This is an optimization exercise on Yosys and OpenROAD, whose aim is a short achievable clock period and few clock cycles, not a production implementation.
In this exercise RTL edits were held to simulation tests only and were not proved equivalent to the original.
No activity file was given, so power comes from the tool's default toggle rates.

==> flow/design.v (excerpt) <==
module dcpu16_core (
    input  wire        clk,
    input  wire        rst,           
    output reg         mem_req,
    output reg         mem_we,
    output reg  [15:0] mem_addr,
    output reg  [15:0] mem_wdata,
    input  wire        mem_ack,
    input  wire [15:0] mem_rdata,
    input  wire        irq_valid,
    input  wire [15:0] irq_msg,
    input  wire [15:0] hw_count,
    output wire        dev_req,
    output wire        dev_hwi,       
    output wire [15:0] dev_index,
    input  wire        dev_ack,
    input  wire [31:0] dev_id,
    input  wire [31:0] dev_mfr,
    input  wire [15:0] dev_ver,
    output wire        fault,
    output reg  [1:0]  fault_kind     
);
    localparam S_F    = 5'd0,   
               S_AN   = 5'd1,   
               S_BN   = 5'd2,   
               S_RA   = 5'd3,   
               S_RB   = 5'd4,   
               S_X    = 5'd5,   
               S_W    = 5'd6,   
               S_DIV  = 5'd7,   
               S_JSR  = 5'd8,   
               S_DLV1 = 5'd9,   
               S_DLV2 = 5'd10,  
               S_RFI1 = 5'd11,  
               S_RFI2 = 5'd12,  
               S_HW   = 5'd13,  
               S_DEV  = 5'd14,  
               S_FAULT= 5'd15,
               S_DVS  = 5'd16,  
               S_INT  = 5'd17,  
               S_MUL  = 5'd18,  
               S_DV2  = 5'd19,  
               S_SPX  = 5'd20;  
    localparam OP_SET = 5'h01, OP_ADD = 5'h02, OP_SUB = 5'h03, OP_MUL = 5'h04,
               OP_MLI = 5'h05, OP_DIV = 5'h06, OP_DVI = 5'h07, OP_MOD = 5'h08,
               OP_MDI = 5'h09, OP_AND = 5'h0a, OP_BOR = 5'h0b, OP_XOR = 5'h0c,
               OP_SHR = 5'h0d, OP_ASR = 5'h0e, OP_SHL = 5'h0f, OP_IFB = 5'h10,
               OP_IFC = 5'h11, OP_IFE = 5'h12, OP_IFN = 5'h13, OP_IFG = 5'h14,
               OP_IFA = 5'h15, OP_IFL = 5'h16, OP_IFU = 5'h17, OP_ADX = 5'h1a,
               OP_SBX = 5'h1b, OP_STI = 5'h1e, OP_STD = 5'h1f;
    localparam SP_JSR = 5'h01, SP_INT = 5'h08, SP_IAG = 5'h09, SP_IAS = 5'h0a,
               SP_RFI = 5'h0b, SP_IAQ = 5'h0c, SP_HWN = 5'h10, SP_HWQ = 5'h11,
  ...
Size: about 15,000 cells after synthesis, ~1,300 flip-flops, about 190 I/O pins, ~130,000 sq um of cells after synthesis.
Settings: LEC_CHECK=0, ABC_CLOCK_PERIOD_IN_PS=5000, CAP_MARGIN=20, CORE_MARGIN=2, CORE_UTILIZATION=25, PLACE_DENSITY=0.42, SETUP_SLACK_MARGIN=5, SLEW_MARGIN=20; clock period 10.0 ns.
run.sh (not shown) runs the stock make flow with config.mk's settings and CLKGATE_MAP_FILE= SYNTH_SCRIPT=/design/flow/synth_recipe.tcl, a recipe that flattens the netlist after the stock synthesis.
Testbench counts at the start, summed over its fixed seeds: cycles 97,163.
Rerun with:
--- a/flow/design.v
+++ b/flow/design.v
@@ -189,24 +189,23 @@
     function automatic [17:0] f_add3(input [15:0] b, input [15:0] a, input [15:0] c, input neg);
         reg [17:0] p, q, r, s3, c3;
         begin
             p  = {2'b00, b};
             q  = neg ? {2'b11, ~a} : {2'b00, a};
             r  = {2'b00, c};
             s3 = p ^ q ^ r;
             c3 = ((p & q) | (p & r) | (q & r)) << 1;
             f_add3 = s3 + c3 + {17'h0, neg};
         end
     endfunction
-    wire        x_neg = (op == OP_SUB) || (op == OP_SBX);
-    wire        x_wx  = (op == OP_ADX) || (op == OP_SBX);
+    reg         x_neg, x_wx;         
     wire [17:0] x_sum = f_add3(xb, xa, x_wx ? ex : 16'h0000, x_neg);
     wire        mli   = (op == OP_MLI);
     wire [31:0] m_s, m_c;
     dcpu16_mul_csa u_mul (.a(xa), .b(xb), .mli(mli), .s(m_s), .c(m_c));
     reg  [31:0] mp_s, mp_c;
     wire [31:0] mul_p = mp_s + mp_c;
     wire [31:0] shr_t = {xb, 16'h0000} >> xa;
     wire signed [31:0] asr_t = $signed({xb, 16'h0000}) >>> xa;
     wire [31:0] shl_t = {16'h0000, xb} << xa;
     wire [15:0] dq_hi = dv_neg_q ? (16'h0000 - dv_q[31:16]) : dv_q[31:16];
     wire [15:0] dq_lo = dv_neg_q ? (16'h0000 - dv_q[15:0])  : dv_q[15:0];
@@ -408,22 +407,24 @@
         endcase
     end
     task automatic take_word;
         begin
             f_dropped <= 1'b0;
             ir    <= fw;
             w_a   <= (fw[4:0] == 5'h00);
             wd_ia <= (fw[4:0] == 5'h00) && (fw[9:5] == SP_IAG);
             wd_hw <= (fw[4:0] == 5'h00) && (fw[9:5] == SP_HWN);
             wd_av <= (fw[4:0] == OP_SET) || (fw[4:0] == OP_STI) || (fw[4:0] == OP_STD);
             dv_signed <= (fw[4:0] == OP_DVI) || (fw[4:0] == OP_MDI);
+            x_neg <= (fw[4:0] == OP_SUB) || (fw[4:0] == OP_SBX);
+            x_wx  <= (fw[4:0] == OP_ADX) || (fw[4:0] == OP_SBX);
             opa   <= opa_n;
             opb   <= opb_n;
             hw_ok <= lit_small(fw[15:10]) < hw_r;
             aadr  <= (fw[15:13] == 3'b001) ? ra_val : sp;
             badr  <= (fw[9:8] == 2'b01) ? rb_val : (fw[9:5] == 5'h18) ? spm1 : sp;
             if (f_unsup(fw)) begin
                 fault_kind <= 2'd1;
                 begin state <= S_FAULT; sh <= f_oh(S_FAULT); end
             end else if (skip_eff) begin
                 begin state <= S_F; sh <= f_oh(S_F); end
             end else begin
@@ -520,22 +521,24 @@
             wc_v       <= 8'h00;
             wc_p       <= 3'd0;
             ex         <= 16'h0000;
             ia         <= 16'h0000;
             skipping   <= 1'b0;
             iq         <= 1'b0;
             fq         <= 1'b0;
             begin state <= S_F; sh <= f_oh(S_F); end
             xp         <= 1'b0;
             x_div      <= 1'b0;
             dv_signed  <= 1'b0;
+            x_neg      <= 1'b0;
+            x_wx       <= 1'b0;
             w_a        <= 1'b0;
             wd_ia      <= 1'b0;
             wd_hw      <= 1'b0;
             wd_av      <= 1'b0;
             hw_ok      <= 1'b0;
             fault_kind <= 2'd0;
             ir         <= 16'h0000;
             opa        <= 16'h0000;
             opb        <= 16'h0000;
             aadr       <= 16'h0000;
             badr       <= 16'h0000;
Effect: The changed run finished with timing, DRC and antenna clean. Final area is lower by about 0.37%. Wire length is lower by about 1.6%. Sequential share of layout area is higher by 0.14 points. First-iteration DRC count hardly moves. Global-route usage is lower by 0.63 points. Via count is lower by 0.53%. Worst setup slack improves by 440 ps. Maximum frequency is higher by 8.1%. Flip-flop and latch count is higher by 2. Cell count stays flat. Synthesized area is about the same. Clock power is higher by about 1%.
Testbench counts after the change, summed over its fixed seeds: cycles 97,163.

static timing again, ports no longer ideal:
The results above use ideal ports. As a check the final layouts listed here were re-extracted and re-timed, cells and wires unchanged. Step 1 sets driving cells, clkbuf_16 on the clock port and buf_2 on the other inputs (assumed; they add their load-dependent delay and slew). Step 2 also shifts input and output timing later by t, the mid clock arrival at the registers, as if the neighbouring blocks saw the same clock. Slacks: ideal ports / drivers / drivers and shift; pairs: ideal ports / drivers.
run	t (ns)	setup slack, ns	worst setup path at the end	clock arrival spread, ns	worst register clock-pin slew, ns
the first run	1.103	4.089 / 4.089 / 3.469	input to register	0.136 / 0.137	0.08 / 0.08
the second run	1.077	4.532 / 4.420 / 3.801	input to register	0.107 / 0.108	0.08 / 0.08
After both steps setup and hold are still met in every run listed. For the second run, which loses most, drivers alone change the setup slack by -0.112 ns; drivers and shift together by -0.731 ns.
